Background: an optimization exercise with open tools, aiming at small area and a short achievable clock period. Do not read the settings as production practice.
RTL that was checked went through simulation tests only; none was proved equivalent to the original.
Power is estimated from default activity; no workload was simulated.

## old
## ovarint_core
module ovarint_core (
    input  wire         clk,
    input  wire         rst,
    input  wire         in_valid,
    input  wire [4:0]   cmd,         
    input  wire [127:0] val_in,
    input  wire [127:0] bytes_in,    
    input  wire [4:0]   len_in,
    output reg          out_valid,
    output reg  [2:0]   status,
    output reg  [4:0]   len_out,
    output reg  [127:0] bytes_out,   
    output reg  [127:0] val_out
);
    localparam [2:0] ST_OK        = 3'd0;
    localparam [2:0] ST_OUTRANGE  = 3'd1;
    localparam [2:0] ST_TRUNCATED = 3'd2;
    localparam [2:0] ST_ILLEGAL   = 3'd4;
    wire       dir  = cmd[4];
    wire       sgn  = cmd[3];
    wire [2:0] wsel = cmd[2:0];
    wire       illegal = (wsel > 3'd4);
    integer i, k, m;
    reg msb;
    always @* begin
        case (wsel)
            3'd0:    msb = val_in[7];
            3'd1:    msb = val_in[15];
            3'd2:    msb = val_in[31];
            3'd3:    msb = val_in[63];
            default: msb = val_in[127];
        endcase
    end
    wire s = sgn & msb;
    wire w8 = (wsel == 3'd0), w16 = (wsel == 3'd1), w32 = (wsel == 3'd2),
         w64 = (wsel == 3'd3), w128 = wsel[2];
    reg [127:0] wide;
    always @* begin
        wide = val_in;
        if (w8)  wide[15:8]  = {8{s}};
        if (w16) wide[23:16] = {8{s}};
        if (w32) wide[39:32] = {8{s}};
        if (w64) wide[71:64] = {8{s}};
    end
    reg [15:1] f;
    reg [8:0]  g;
    always @* begin
        for (k = 1; k < 16; k = k + 1) begin
            g = val_in[8 * k - 5 +: 9];
            f[k] = sgn ? (|g & ~&g) : |g[8:1];
        end
        if (sgn) begin
            if (w8)  f[1] = |val_in[7:3]   & ~&val_in[7:3];
  ...
For scale: roughly 1600 cells after synthesis, about 140 flip-flops, about 530 I/O pins, roughly 13000 µm² of cells after synthesis.
==> flow/config.mk <==
export PLATFORM = sky130hd
export DESIGN_NAME = ovarint_core
export DESIGN_NICKNAME = ovarint_core
export VERILOG_FILES = /design/flow/design.v
export SDC_FILE = /design/flow/constraint.sdc
export NUM_CORES = 4
export LEC_CHECK = 0
export CAP_MARGIN = 20
export CORE_MARGIN = 2
export CORE_UTILIZATION = 35
export PLACE_DENSITY = 0.45
export SETUP_SLACK_MARGIN = 4.0
export SLEW_MARGIN = 20
==> flow/constraint.sdc <==
create_clock -name core_clock -period 8.0 [get_ports {clk}]
set_input_delay 1.6000 -clock core_clock [delete_from_list [all_inputs] [get_ports {clk}]]
set_output_delay 1.6000 -clock core_clock [all_outputs]
set_load 0.01 [all_outputs]
standard.sh (not shown) runs the stock make flow with config.mk's settings and CLKGATE_MAP_FILE= SYNTH_SCRIPT=/design/flow/synth_recipe.tcl, a recipe that flattens the netlist after the stock synthesis.
==> flow/flow/run.sh <==
#!/bin/bash
set -euo pipefail
export BUFFER_PORTS_ARGS="-buffer_cell sky130_fd_sc_hd__buf_1"
bash standard.sh > standard.log 2>&1
Having completed the whole flow, old delivered a layout that passed the timing, DRC and antenna checks.
> inputs changed (old -> new)
- changing SETUP_SLACK_MARGIN from 4.0 to 4.25
[summary]
- Comparing new against old, there is no change at all in final-layout setup total negative slack.
- new ends up with a number of nets in the layout that is 76 higher than in old.
- Taking old as the reference, in new critical path depth went down by 1, count of clock-buffer cells in the layout up 1, maximum frequency up 13 MHz.

---

ovarint_core, a different RTL version from the one above (not shown whole).
For scale: about 1700 cells after synthesis, ~530 I/O pins.
Settings: LEC_CHECK=0, CAP_MARGIN=20, CORE_MARGIN=2, CORE_UTILIZATION=35, PLACE_DENSITY=0.45, SETUP_SLACK_MARGIN=5, SLEW_MARGIN=20; clock period 8.0 ns.
Scripts as last shown in full above: flow/flow/run.sh
The first run finished clean.
Edit:
==> flow/flow/run.sh (replaced) <==
#!/bin/bash
set -euo pipefail
export BUFFER_PORTS_ARGS="-buffer_cell sky130_fd_sc_hd__buf_1"
export SETUP_SLACK_MARGIN=5.3
bash standard.sh > standard.log 2>&1
- SETUP_SLACK_MARGIN: 5 -> unset
Result: Via count went up by a few percent. Fmax grows by a few percent. Design area rose by roughly a tenth. Sequential share of layout area fell by 2.1 points. Non-clock buffer count came out higher by 52.
Edit:
==> flow/flow/run.sh (replaced) <==
#!/bin/bash
set -euo pipefail
export BUFFER_PORTS_ARGS="-buffer_cell sky130_fd_sc_hd__buf_1"
export SETUP_SLACK_MARGIN=5.15
bash standard.sh > standard.log 2>&1
Result:
- maximum frequency came out lower by 1.9%
- die area stays the same
- final area goes down by 7.0%
- total power shrinks by 3.2%
- via count falls by about 2.8%
No functional check of the RTL was part of any run of this note.

---

Setup of before:
ovarint_core, a different RTL version from the one above (not shown whole).
Size: about 1700 cells after synthesis, about 290 flip-flops, ~530 I/O pins.
==> flow/config.mk <==
export PLATFORM = sky130hd
export DESIGN_NAME = ovarint_core
export DESIGN_NICKNAME = ovarint_core
export VERILOG_FILES = /design/flow/design.v
export SDC_FILE = /design/flow/constraint.sdc
export NUM_CORES = 4
export LEC_CHECK = 0
export CAP_MARGIN = 20
export CORE_MARGIN = 2
export CORE_UTILIZATION = 55
export CTS_CLUSTER_DIAMETER = 60
export CTS_CLUSTER_SIZE = 20
export PLACE_DENSITY = 0.65
export SLEW_MARGIN = 20
==> flow/constraint.sdc <==
create_clock -name core_clock -period 8.0 [get_ports {clk}]
set_input_delay 1.6000 -clock core_clock [delete_from_list [all_inputs] [get_ports {clk}]]
set_output_delay 1.6000 -clock core_clock [all_outputs]
set_load 0.01 [all_outputs]
==> flow/flow/run.sh <==
#!/bin/bash
set -euo pipefail
export BUFFER_PORTS_ARGS="-buffer_cell sky130_fd_sc_hd__buf_1"
export SETUP_SLACK_MARGIN=5.15
bash standard.sh > standard.log 2>&1
before closes out successfully: all stages finished, all timing, DRC and antenna checks passed.
diff inputs: before => after
# before
export LEC_CHECK = 0
export CAP_MARGIN = 20
export CORE_MARGIN = 2
export CORE_UTILIZATION = 55
export CTS_CLUSTER_DIAMETER = 60
export CTS_CLUSTER_SIZE = 20
export PLACE_DENSITY = 0.65
export SLEW_MARGIN = 20
create_clock -name core_clock -period 8.0 [get_ports {clk}]
# after
export LEC_CHECK = 0
export CAP_MARGIN = 20
export CORE_MARGIN = 2
export CORE_UTILIZATION = 45
export CTS_CLUSTER_DIAMETER = 60
export CTS_CLUSTER_SIZE = 20
export PLACE_DENSITY = 0.55
export SLEW_MARGIN = 20
create_clock -name core_clock -period 8.0 [get_ports {clk}]
[summary]
Top layer used by detailed routing = met4: before; top layer used by detailed routing = met5: after. Taking before as the reference, in after routed wire length on met2 up 8.7%, clock skew flat. Compared with before, after shows a higher wire length. Result for before and after: all clean. after ended with less number of antenna violations at the first check in global routing than before. In the tables for before and after, via count reads lower with after. Relative to before, total power has increased by 0.00014 W in after.
No functional check of the RTL was part of any run of this note.

static timing again, ports no longer ideal:
How much do the figures lean on ideal ports? The routed layouts below were timed once more, with nothing changed but the port constraints. Step 1, drivers: a clkbuf_16 drives clk and a buf_2 each remaining input, both assumed. Step 2 moves the port delays by t, midway between the first and last clock arrival at a register: inputs arrive t later, outputs are due t later. That takes back most of the time a late clock gives input paths. Three values: no drivers, after step 1, after step 2; two values: the first two.
| run | shift t [ns] | setup WS [ns] | worst setup path after step 2 |
|---|---|---|---|
| old | 0.475 | 3.982 / 3.992 / 3.534 | input to register |
| new | 0.468 | 4.184 / 4.139 / 3.750 | input to register |
| the first run of note 2 | 0.609 | 5.010 / 5.010 / 4.569 | input to register |
| the second run of note 2 | 0.601 | 5.176 / 5.176 / 4.839 | input to register |
| the third run of note 2 | 0.605 | 5.120 / 5.120 / 4.615 | input to register |
| before | 0.599 | 5.156 / 5.156 / 4.597 | input to register |
| after | 0.614 | 5.097 / 5.097 / 4.611 | input to register |
After both steps setup and hold are still met in every run listed. For before, which loses most, drivers alone change the setup slack by 0.000 ns; drivers and shift together by -0.559 ns.
